This design comes from an exercise in tuning for small area, a short achievable clock period and few clock cycles on the open sky130 flow, not from production work.
Function was checked by simulation only, so behaviour that the tests miss may differ from the original.
Power is estimated from default activity; no workload was simulated.

[flow/design.v]
module playvm_codec (
    input  wire [31:0] rec_w0,
    input  wire [31:0] rec_w1,
    output wire [31:0] dec_opcode,
    output wire [3:0]  dec_kind,
    output wire [3:0]  dec_reg0,
    output wire [3:0]  dec_reg1,
    output wire [3:0]  dec_reg2,
    output wire [7:0]  dec_imm
);
    assign dec_opcode = rec_w0;
    assign dec_kind   = rec_w1[31:28];
    assign dec_reg0   = rec_w1[27:24];
    assign dec_reg1   = rec_w1[23:20];
    assign dec_reg2   = rec_w1[19:16];
    assign dec_imm    = rec_w1[15:8];
endmodule
module playvm_flags (
    input  wire [31:0] fl_value,
    output wire        fl_zero,
    output wire        fl_sign,
    output wire        fl_parity,
    output wire [31:0] fl_word
);
    assign fl_zero   = (fl_value == 32'd0);
    assign fl_sign   = fl_value[31];
    assign fl_parity = ~^fl_value;
    assign fl_word   = {29'd0, fl_parity, fl_sign, fl_zero};
endmodule
module playvm_div (
    input  wire        clk,
    input  wire        start,
    input  wire [31:0] dividend,
    input  wire [31:0] divisor,
    output reg         done,
    output wire [31:0] quotient
);
    reg  [31:0] quo;       
    reg  [31:0] rem;
    reg  [31:0] dsr;
    reg         neg;
    reg  [5:0]  count;
    reg         busy;
    wire [32:0] rem_shift = {rem, quo[31]};
    wire [32:0] trial     = rem_shift - {1'b0, dsr};
    wire        fits      = ~trial[32];
    assign quotient = neg ? (~quo + 32'd1) : quo;
    always @(posedge clk) begin
        done <= 1'b0;
        if (start) begin
            quo   <= dividend[31] ? (~dividend + 32'd1) : dividend;
            dsr   <= divisor[31]  ? (~divisor  + 32'd1) : divisor;
            neg   <= dividend[31] ^ divisor[31];
            rem   <= 32'd0;
            count <= 6'd32;
            busy  <= 1'b1;
        end else if (busy) begin
            rem   <= fits ? trial[31:0] : rem_shift[31:0];
            quo   <= {quo[30:0], fits};
            count <= count - 6'd1;
            if (count == 6'd1) begin
                busy <= 1'b0;
                done <= 1'b1;
            end
        end
    end
endmodule
module playvm_core (
    input  wire        clk,
    input  wire        rst,
    output wire [31:0] imem_index,
    input  wire [31:0] imem_w0,
    input  wire [31:0] imem_w1,
    input  wire [31:0] prog_len,
    output reg         running,
    output reg  [3:0]  status,
    output wire [31:0] reg_r0,
    output wire [31:0] reg_r1,
    output wire [31:0] reg_r2,
    output wire [31:0] reg_sp,
    output wire [31:0] reg_fl,
    output wire [31:0] ip,
    output wire [31:0] unk_count,
    output reg  [2:0]  evt,
    output reg  [31:0] evt_info
);
    localparam STACK_WORDS = 32;
    localparam [31:0] OP_HALT = 32'd0,  OP_NOP  = 32'd1,  OP_UNUSED = 32'd2,
                      OP_ADD  = 32'd3,  OP_SUB  = 32'd4,  OP_DIV  = 32'd5,
                      OP_XOR  = 32'd6,  OP_NOT  = 32'd7,  OP_OR   = 32'd8,
                      OP_AND  = 32'd9,  OP_SHL  = 32'd10, OP_SHR  = 32'd11,
                      OP_INC  = 32'd12, OP_DEC  = 32'd13, OP_CMP  = 32'd14,
                      OP_MOV  = 32'd15, OP_PUSH = 32'd16, OP_POP  = 32'd17,
                      OP_PUSHF = 32'd18, OP_POPF = 32'd19, OP_CALL = 32'd20,
                      OP_RET  = 32'd21, OP_JMP  = 32'd22, OP_JNZ  = 32'd23,
                      OP_JZ   = 32'd24, OP_JS   = 32'd25, OP_JNS  = 32'd26,
                      OP_JGT  = 32'd27, OP_JLT  = 32'd28, OP_JPE  = 32'd29,
                      OP_JPO  = 32'd30, OP_PRNT = 32'd31, OP_DMP  = 32'd32,
                      OP_LEA  = 32'd33, OP_INT  = 32'd34;
    localparam [3:0] ST_RUNNING = 4'd0, ST_HALTED = 4'd1, ST_IP_OOB = 4'd2,
                     ST_DIV = 4'd3, ST_OVERFLOW = 4'd4, ST_UNDERFLOW = 4'd5,
                     ST_UNUSED = 4'd6, ST_BAD_REG = 4'd7, ST_BAD_KIND = 4'd8;
    localparam [2:0] EV_NONE = 3'd0, EV_UNKNOWN = 3'd1, EV_UNUSED = 3'd2,
                     EV_UNIMPL = 3'd3, EV_PRINT = 3'd4, EV_DUMP = 3'd5;
    localparam [1:0] S_FETCH = 2'd0, S_EXEC = 2'd1, S_DIV = 2'd2;
    reg [31:0] x [0:4];
    reg [31:0] stk [0:STACK_WORDS-1];
    reg [31:0] pc;
    reg [31:0] unk;
    reg [1:0]  state;
    reg [3:0]  div_dst;
    assign reg_r0    = x[0];
    assign reg_r1    = x[1];
    assign reg_r2    = x[2];
    assign reg_sp    = x[3];
    assign reg_fl    = x[4];
    assign ip        = pc;
    assign unk_count = unk;
    assign imem_index = pc;
    wire [31:0] opcode;
    wire [3:0]  kind, f0, f1, f2;
    wire [7:0]  imm;
    playvm_codec u_codec (
        .rec_w0(imem_w0), .rec_w1(imem_w1),
        .dec_opcode(opcode), .dec_kind(kind), .dec_reg0(f0), .dec_reg1(f1),
        .dec_reg2(f2), .dec_imm(imm)
    );
    wire        kind_imm = (kind == 4'd1);
    wire        kind_reg = (kind == 4'd2);
    wire        kind_bad = ~kind_imm & ~kind_reg;
    wire        bad0     = (f0 > 4'd4);
    wire        bad1     = kind_reg & (f1 > 4'd4);
    wire        src_bad  = kind_bad | bad1;      
    wire [3:0]  src_fault = kind_bad ? ST_BAD_KIND : ST_BAD_REG;
    wire [31:0] a   = bad0 ? 32'd0 : x[f0[2:0]];
    wire [31:0] b   = kind_imm ? {24'd0, imm} : ((f1 > 4'd4) ? 32'd0 : x[f1[2:0]]);
    wire [31:0] pc1 = pc + 32'd1;
    wire [31:0] sp  = x[3];
    wire [31:0] fl  = x[4];
    wire        sp_full  = (sp == STACK_WORDS - 1);
    wire        sp_empty = (sp == 32'd0);
    wire [31:0] stk_top  = stk[sp[4:0] - 5'd1];
    reg  [31:0] alu;
    always @(*) begin
        case (opcode)
            OP_ADD:  alu = a + b;
            OP_SUB:  alu = a - b;
            OP_XOR:  alu = a ^ b;
            OP_OR:   alu = a | b;
            OP_AND:  alu = a & b;
            OP_SHL:  alu = a << b[4:0];
            OP_SHR:  alu = $signed(a) >>> b[4:0];
            OP_NOT:  alu = ~a;
            OP_INC:  alu = a + 32'd1;
            OP_DEC:  alu = a - 32'd1;
            default: alu = b;                    
        endcase
    end
    function [3:0] sp_write_fault(input [31:0] v);
        if (v[31])
            sp_write_fault = ST_UNDERFLOW;
        else if (v >= STACK_WORDS)
            sp_write_fault = ST_OVERFLOW;
        else
            sp_write_fault = ST_RUNNING;
    endfunction
    wire [31:0] alu_flags;
    playvm_flags u_flags_alu (.fl_value(alu), .fl_zero(), .fl_sign(), .fl_parity(),
                              .fl_word(alu_flags));
    wire [31:0] cmp_flags;
    playvm_flags u_flags_cmp (.fl_value({31'd0, a == b}), .fl_zero(), .fl_sign(),
                              .fl_parity(), .fl_word(cmp_flags));
    wire fz = fl[0], fs = fl[1], fp = fl[2], fo = fl[4];
    reg  jcc_taken;
    always @(*) begin
        case (opcode)
            OP_JNZ:  jcc_taken = ~fz;
            OP_JZ:   jcc_taken = fz;
            OP_JS:   jcc_taken = fs;
            OP_JNS:  jcc_taken = ~fs;
            OP_JGT:  jcc_taken = fz | (~fs & ~fo);
            OP_JLT:  jcc_taken = fs | fo;
            OP_JPE:  jcc_taken = fp;
            OP_JPO:  jcc_taken = ~fp;
            default: jcc_taken = 1'b1;           
        endcase
    end
    wire        div_start = (state == S_EXEC) && running && (opcode == OP_DIV) &&
                            !bad0 && !src_bad && (b != 32'd0) &&
                            !(a == 32'h8000_0000 && b == 32'hFFFF_FFFF);
    wire        div_done;
    wire [31:0] div_q;
    playvm_div u_div (.clk(clk), .start(div_start), .dividend(a), .divisor(b),
                      .done(div_done), .quotient(div_q));
    wire [31:0] div_flags;
    playvm_flags u_flags_div (.fl_value(div_q), .fl_zero(), .fl_sign(), .fl_parity(),
                              .fl_word(div_flags));
    integer i;
    always @(posedge clk) begin
        if (rst) begin
            for (i = 0; i < 5; i = i + 1)
                x[i] <= 32'd0;
            pc       <= 32'd0;
            unk      <= 32'd0;
            running  <= 1'b1;
            status   <= ST_RUNNING;
            evt      <= EV_NONE;
            evt_info <= 32'd0;
            state    <= S_FETCH;
            div_dst  <= 4'd0;
        end else begin
            evt      <= EV_NONE;
            evt_info <= 32'd0;
            if (running) begin
                case (state)
                S_FETCH: begin
                    if (pc >= prog_len) begin
                        running <= 1'b0;
                        status  <= ST_IP_OOB;
                    end else begin
                        state <= S_EXEC;
                    end
                end
                S_EXEC: begin
                    state <= S_FETCH;
                    pc    <= pc1;
                    case (opcode)
                    OP_HALT: begin
                        running <= 1'b0;
                        status  <= ST_HALTED;
                    end
                    OP_NOP: ;
                    OP_UNUSED: begin
                        evt     <= EV_UNUSED;
                        running <= 1'b0;
                        status  <= ST_UNUSED;
                    end
                    OP_ADD, OP_SUB, OP_XOR, OP_OR, OP_AND, OP_SHL, OP_SHR, OP_MOV: begin
                        if (bad0) begin
                            running <= 1'b0;
                            status  <= ST_BAD_REG;
                        end else if (src_bad) begin
                            running <= 1'b0;
                            status  <= src_fault;
                        end else if (f0 == 4'd3 && sp_write_fault(alu) != ST_RUNNING) begin
                            running <= 1'b0;
                            status  <= sp_write_fault(alu);
                        end else begin
                            x[f0[2:0]] <= alu;
                            x[4]       <= alu_flags;
                        end
                    end
                    OP_NOT, OP_INC, OP_DEC: begin
                        if (bad0) begin
                            running <= 1'b0;
                            status  <= ST_BAD_REG;
                        end else if (f0 == 4'd3 && sp_write_fault(alu) != ST_RUNNING) begin
                            running <= 1'b0;
                            status  <= sp_write_fault(alu);
                        end else begin
                            x[f0[2:0]] <= alu;
                            x[4]       <= alu_flags;
                        end
                    end
                    OP_DIV: begin
                        if (bad0) begin
                            running <= 1'b0;
                            status  <= ST_BAD_REG;
                        end else if (src_bad) begin
                            running <= 1'b0;
                            status  <= src_fault;
                        end else if (!div_start) begin
                            running <= 1'b0;
                            status  <= ST_DIV;
                        end else begin
                            div_dst <= f0;
                            state   <= S_DIV;
                        end
                    end
                    OP_CMP: begin
                        if (bad0) begin
                            running <= 1'b0;
                            status  <= ST_BAD_REG;
                        end else if (src_bad) begin
                            running <= 1'b0;
                            status  <= src_fault;
                        end else begin
                            x[4] <= cmp_flags;
                        end
                    end
                    OP_PUSH: begin
                        if (src_bad) begin
                            running <= 1'b0;
                            status  <= src_fault;
                        end else if (sp_full) begin
                            running <= 1'b0;
                            status  <= ST_OVERFLOW;
                        end else begin
                            stk[sp[4:0]] <= b;
                            x[3]         <= sp + 32'd1;
                        end
                    end
                    OP_PUSHF: begin
                        if (sp_full) begin
                            running <= 1'b0;
                            status  <= ST_OVERFLOW;
                        end else begin
                            stk[sp[4:0]] <= fl;
                            x[3]         <= sp + 32'd1;
                        end
                    end
                    OP_POP: begin
                        if (bad0) begin
                            running <= 1'b0;
                            status  <= ST_BAD_REG;
                        end else if (sp_empty) begin
                            running <= 1'b0;
                            status  <= ST_UNDERFLOW;
                        end else if (f0 == 4'd3) begin
                            if (sp_write_fault(stk_top) != ST_RUNNING) begin
                                running <= 1'b0;
                                status  <= sp_write_fault(stk_top);
                            end else begin
                                x[3] <= stk_top;
                            end
                        end else begin
                            x[3]       <= sp - 32'd1;
                            x[f0[2:0]] <= stk_top;
                        end
                    end
                    OP_POPF: begin
                        if (sp_empty) begin
                            running <= 1'b0;
                            status  <= ST_UNDERFLOW;
                        end else begin
                            x[3] <= sp - 32'd1;
                            x[4] <= stk_top;
                        end
                    end
                    OP_CALL: begin
                        if (src_bad) begin
                            running <= 1'b0;
                            status  <= src_fault;
                        end else if (sp_full) begin
                            running <= 1'b0;
                            status  <= ST_OVERFLOW;
                        end else begin
                            stk[sp[4:0]] <= pc1;
                            x[3]         <= sp + 32'd1;
                            pc <= (kind_reg && f1 == 4'd3) ? sp + 32'd1 : b;
                        end
                    end
                    OP_RET: begin
                        if (sp_empty) begin
                            running <= 1'b0;
                            status  <= ST_UNDERFLOW;
                        end else begin
                            x[3] <= sp - 32'd1;
                            pc   <= stk_top;
                        end
                    end
                    OP_JMP, OP_JNZ, OP_JZ, OP_JS, OP_JNS, OP_JGT, OP_JLT, OP_JPE, OP_JPO: begin
                        if (jcc_taken) begin
                            if (src_bad) begin
                                running <= 1'b0;
                                status  <= src_fault;
                            end else begin
                                pc <= b;
                            end
                        end
                    end
                    OP_PRNT: begin
                        evt      <= EV_PRINT;
                        evt_info <= imem_w1;
                    end
                    OP_DMP: begin
                        evt      <= EV_DUMP;
                        evt_info <= imem_w1;
                    end
                    OP_LEA, OP_INT: begin
                        evt      <= EV_UNIMPL;
                        evt_info <= opcode;
                    end
                    default: begin
                        evt      <= EV_UNKNOWN;
                        evt_info <= opcode;
                        if (unk != 32'hFFFF_FFFF)
                            unk <= unk + 32'd1;
                    end
                    endcase
                end
                S_DIV: begin
                    if (div_done) begin
                        state <= S_FETCH;
                        if (div_dst == 4'd3 && sp_write_fault(div_q) != ST_RUNNING) begin
                            running <= 1'b0;
                            status  <= sp_write_fault(div_q);
                        end else begin
                            x[div_dst[2:0]] <= div_q;
                            x[4]            <= div_flags;
                        end
                    end
                end
                default: state <= S_FETCH;
                endcase
            end
        end
    end
endmodule
[flow/run.sh]
#!/bin/bash
# synth_recipe.tcl (not shown) runs the flow's synth.tcl, then flattens the netlist and writes it again
# the make line also repeats each setting of config.mk as NAME=value (left out here)
make -C /OpenROAD-flow-scripts/flow DESIGN_CONFIG=/design/flow/config.mk WORK_HOME=/design/flow/orfs CLKGATE_MAP_FILE= SYNTH_SCRIPT=/design/flow/synth_recipe.tcl finish
[flow/config.mk]
export PLATFORM = sky130hd
export DESIGN_NAME = playvm_core
export DESIGN_NICKNAME = playvm_core
export VERILOG_FILES = /design/flow/design.v
export SDC_FILE = /design/flow/constraint.sdc
export NUM_CORES = 4
export LEC_CHECK = 0
export CAP_MARGIN = 20
export CORE_MARGIN = 2
export CORE_UTILIZATION = 40
export PLACE_DENSITY = 0.6
export SLEW_MARGIN = 20
[flow/constraint.sdc]
create_clock -name core_clock -period 12.0 [get_ports {clk}]
set_input_delay 2.4000 -clock core_clock [delete_from_list [all_inputs] [get_ports {clk}]]
set_output_delay 2.4000 -clock core_clock [all_outputs]
set_load 0.01 [all_outputs]
==> notes.md <==
## how the worst max path moves through the flow
stage,from,endpoint,slack [ns],depth (start not counted)
2_1_floorplan,imem_w1[30],x[1][0]$_SDFFCE_PN0P_,1.74,35
3_3_place_gp,imem_w1[31],x[3][5]$_DFFE_PP_,0.68,31
3_5_place_dp,imem_w1[31],x[3][17]$_DFFE_PP_,0.65,31
4_1_cts,imem_w1[31],x[3][8]$_DFFE_PP_,1.46,31
5_1_grt,imem_w1[31],x[3][7]$_DFFE_PP_,0.89,33
6_report,imem_w1[31],x[3][8]$_DFFE_PP_,1.23,31
## per-stage QoR
stage | cell area, sq um | utilization [%] | worst slack, ns
after floorplan | 77800 | - | 1.74
after global placement | 86100 | 44.7 | 0.684
after detailed placement | 86200 | 44.7 | 0.653
after CTS | 91400 | 47.4 | 1.46
after global routing | 91500 | 47.5 | 0.889
final | 91500 | 47.5 | 1.23
## worst max-delay path: cells and delay by family
family	cells	cell delay, ns
simple gates	14	4.51
compound gates	10	2.23
buf+inv	3	1.09
fa+ha+maj	2	0.62
xor+xnor	2	0.35
## registers in the layout, summed over array words and instances, names as in the netlist, 32 cells and up
register / cells
evt_info: 32
u_div.dsr: 32
x: 167
u_div.quo: 32
pc: 32
unk: 32
stk: 1024
u_div.rem: 32
## layout make-up
type	count	area (sq um)
Inverter	238	893
Multi-Input combinational cell	4273	34800
Tap cell	2526	3160
Antenna cell	9	22.5
Clock buffer	191	4090
Sequential cell	1406	40700
Fill cell	17200	101000
Clock inverter	91	1130
Timing Repair Buffer	746	6650
## metal layers
layer | vias to the layer above | routed length (um) | global-route usage, %
met5 | - | 101 | 0
met4 | 14 | 37500 | 30.6
met3 | 1124 | 27900 | 6.49
met2 | 3451 | 181000 | 61.6
met1 | 31200 | 137000 | 44.8
li1 | 25400 | - | -
## synth_stat cells, types with 21 or more instances
| cell | n | area share [%] |
|---|---|---|
| edfxtp_1 | 1256 | 49 |
| nor2_1 | 560 | 2.7 |
| nand2_1 | 427 | 2.1 |
| mux4_2 | 362 | 10 |
| o21ai_0 | 349 | 2.2 |
| a21oi_1 | 341 | 2.2 |
| ha_1 | 251 | 4.0 |
| clkbuf_1 | 234 | 1.1 |
| inv_1 | 217 | 1.0 |
| xnor2_1 | 211 | 2.4 |
| mux2i_1 | 155 | 2.0 |
| dfxtp_1 | 150 | 3.9 |
| nor3_1 | 127 | 0.82 |
| nand3_1 | 125 | 0.80 |
| xor2_1 | 98 | 1.1 |
| a211oi_1 | 96 | 0.93 |
| buf_2 | 82 | 0.53 |
| o22ai_1 | 80 | 0.64 |
| nand4_1 | 71 | 0.57 |
| nor4_1 | 55 | 0.44 |
| a21o_1 | 52 | 0.50 |
| a31oi_1 | 51 | 0.41 |
| buf_1 | 51 | 0.25 |
| buf_4 | 50 | 0.48 |
| o211ai_1 | 46 | 0.44 |
| or3_1 | 43 | 0.35 |
| and3_1 | 40 | 0.32 |
| mux2_2 | 37 | 0.54 |
| a22oi_1 | 36 | 0.35 |
| and2_1 | 35 | 0.28 |
| o31ai_1 | 34 | 0.33 |
| a221oi_1 | 33 | 0.37 |
| nor2b_1 | 31 | 0.25 |
| o21a_1 | 31 | 0.30 |
| nand2b_1 | 30 | 0.24 |
| o31ai_2 | 29 | 0.47 |
| or2_2 | 25 | 0.20 |
| o21ai_1 | 21 | 0.14 |
## where the power goes
part           switching (uW)  internal (uW)
Combinational            1580            932
Sequential                252           5420
Clock                    2080           2800
Total                    3910           9150
## cell families after synthesis
| kind of cell | count (synthesis) |
|---|---|
| AND/OR/NAND/NOR | 1670 |
| AO/OA/AOI/OAI | 1475 |
| buffers and inverters | 670 |
| multiplexers | 565 |
| adder cells (fa/ha/maj) | 254 |
| XOR/XNOR | 309 |
| flip-flops | 1406 |
==> results.json <==
{
  "hold_ws_ns": 0.483,
  "design.die.area_sq_mm": 0.198,
  "clock-sinks": 1406,
  "yosysWarnings": 2,
  "slowest_delay_ns": 0.90,
  "post-route-drc-count": 0,
  "drive_above_1_share_pct": 18.1,
  "routed_via_density": 6.46,
  "synthSimpleGateAreaFrac_pct": 10.2,
  "grt_first_pass_wirelength_mm": 515,
  "endpoint_kind": "register",
  "maxSlewViolCount": 0,
  "cts_root_buf": "clkbuf_16",
  "tritoncts": "done",
  "synthCells": 6349,
  "synth_ff_type": "edfxtp_1",
  "num_vias": 61300,
  "cts_buffers": 155,
  "synth.area.mux_share_pct": 13.2,
  "rows": 161,
  "place_inst": 9187,
  "clk_path_buf_depth": 3,
  "cp.required_ns": 12.50,
  "yosys_register_bits": 1406,
  "ff2ff_setup_slack_ns": 3.12,
  "min_period_over_period_pct": 89.7,
  "first_iter_violations": 7476,
  "initial_core_util_pct": 40.3,
  "avgSynthCellArea_sq_um": 12.2,
  "ioPinCount": 394,
  "finalHoldViolCount": 0,
  "relSlewSlack_pct": 9.09,
  "area_growth_pct": 17.7,
  "cp_max_fo": 14,
  "port_buffers": 393,
  "dp_hpwl_mm": 285,
  "mostFrequentLayoutCells": "1256 x edfxtp_1, 522 x nor2_1, 425 x nand2_1, 387 x clkdlybuf4s50_1, 362 x mux4_2",
  "die_y_um": 445,
  "power_uw": 13100,
  "synth_edf_count": 1256,
  "hp-start": "div_dst[3]$_SDFFE_PP0P_",
  "synth_compound_area_share_pct": 12.8,
  "skew_ns": 0.0817,
  "tightest_slew_ns": 1.35,
  "ant_nets": 0,
  "synth_cell_types": 120,
  "gp_congestion": 1.10,
  "synth_adder_area_share_pct": 4.12,
  "clk_pin_slew_ns": 0.06,
  "peakVddDrop_mv": 0.146,
  "postCtsHoldBufs": 0,
  "grt_usage_pct": 38.1,
  "setup_tns_ns": 0,
  "die_w_um": 445,
  "cts_setup_buffers": 0,
  "async_reset_ff_share_pct": 0,
  "critPathLaunchType": "primary input",
  "synth_top_family_by_area": "multiplexers",
  "p_leak_uw": 0.0318,
  "crit_path_frequent_cell": "nor3_1",
  "firstDrtPassIters": 6,
  "cts-resized-gates": 0,
  "grt_setup_unrepaired": "false",
  "min_to": "div_dst[3]$_SDFFE_PP0P_",
  "r2r-end": "x[3][8]$_DFFE_PP_",
  "syn-num-nets": 6701,
  "fin_cells": 9480,
  "cap_violations": 0,
  "grt_pass1_vias": 59000,
  "totalWireLength_mm": 383,
  "antenna_found_initial": 24,
  "hold_depth": 1,
  "htreeDepth": 4,
  "fin_nets": 7172,
  "ff2ff_path_depth": 31,
  "slowest_stage": "or4b_1",
  "layout_commonest_cell": "edfxtp_1",
  "finalCriticalPeriod_ns": 10.77,
  "overflow": 0,
  "synth.cell_area_sq_mm": 0.0778,
  "pwr_density_cell_mw_per_mm2": 143,
  "synth_xor_area_share_pct": 3.48,
  "status": "finished clean",
  "crit_type": "primary input to register",
  "min_path_type": "register to register",
  "reg2reg_from": "x[3][3]$_DFFE_PP_",
  "wl_per_cell_um": 40.4,
  "grt_max_degree": 117,
  "finalSetupViolations": 0,
  "core_area_sq_mm": 0.193,
  "worstPathArrival_ns": 11.27,
  "yosysSeqAreaShare_pct": 52.4,
  "fmax_mhz": 92.9,
  "clk_latency_ns": 0.85
}
Testbench counts, summed over its fixed seeds: cycles 169,491.

## port drivers added, routing unchanged
In the flow no input, the clock included, has a driving cell. The finished layout below was timed again as built, in two steps.
Step 1 assumes that a clkbuf_16 drives the clock port and a buf_2 every other input.
Step 2 times the ports against the registers' clock, not the clock port: input delays grow and output delays shrink by t, the midpoint of the rising clock arrivals with the driver on.
a / b / c = ideal ports / drivers / drivers and shift; a / b = the first two.
shift t [ns]: 0.899
setup WS [ns]: 1.232 / 1.293 / 0.394
worst setup path at the end: input to register
worst slew at a driven data input, ns: 0.06
After both steps setup and hold are still met in this run. For this run, drivers alone change the setup slack by +0.061 ns; drivers and shift together by -0.838 ns.
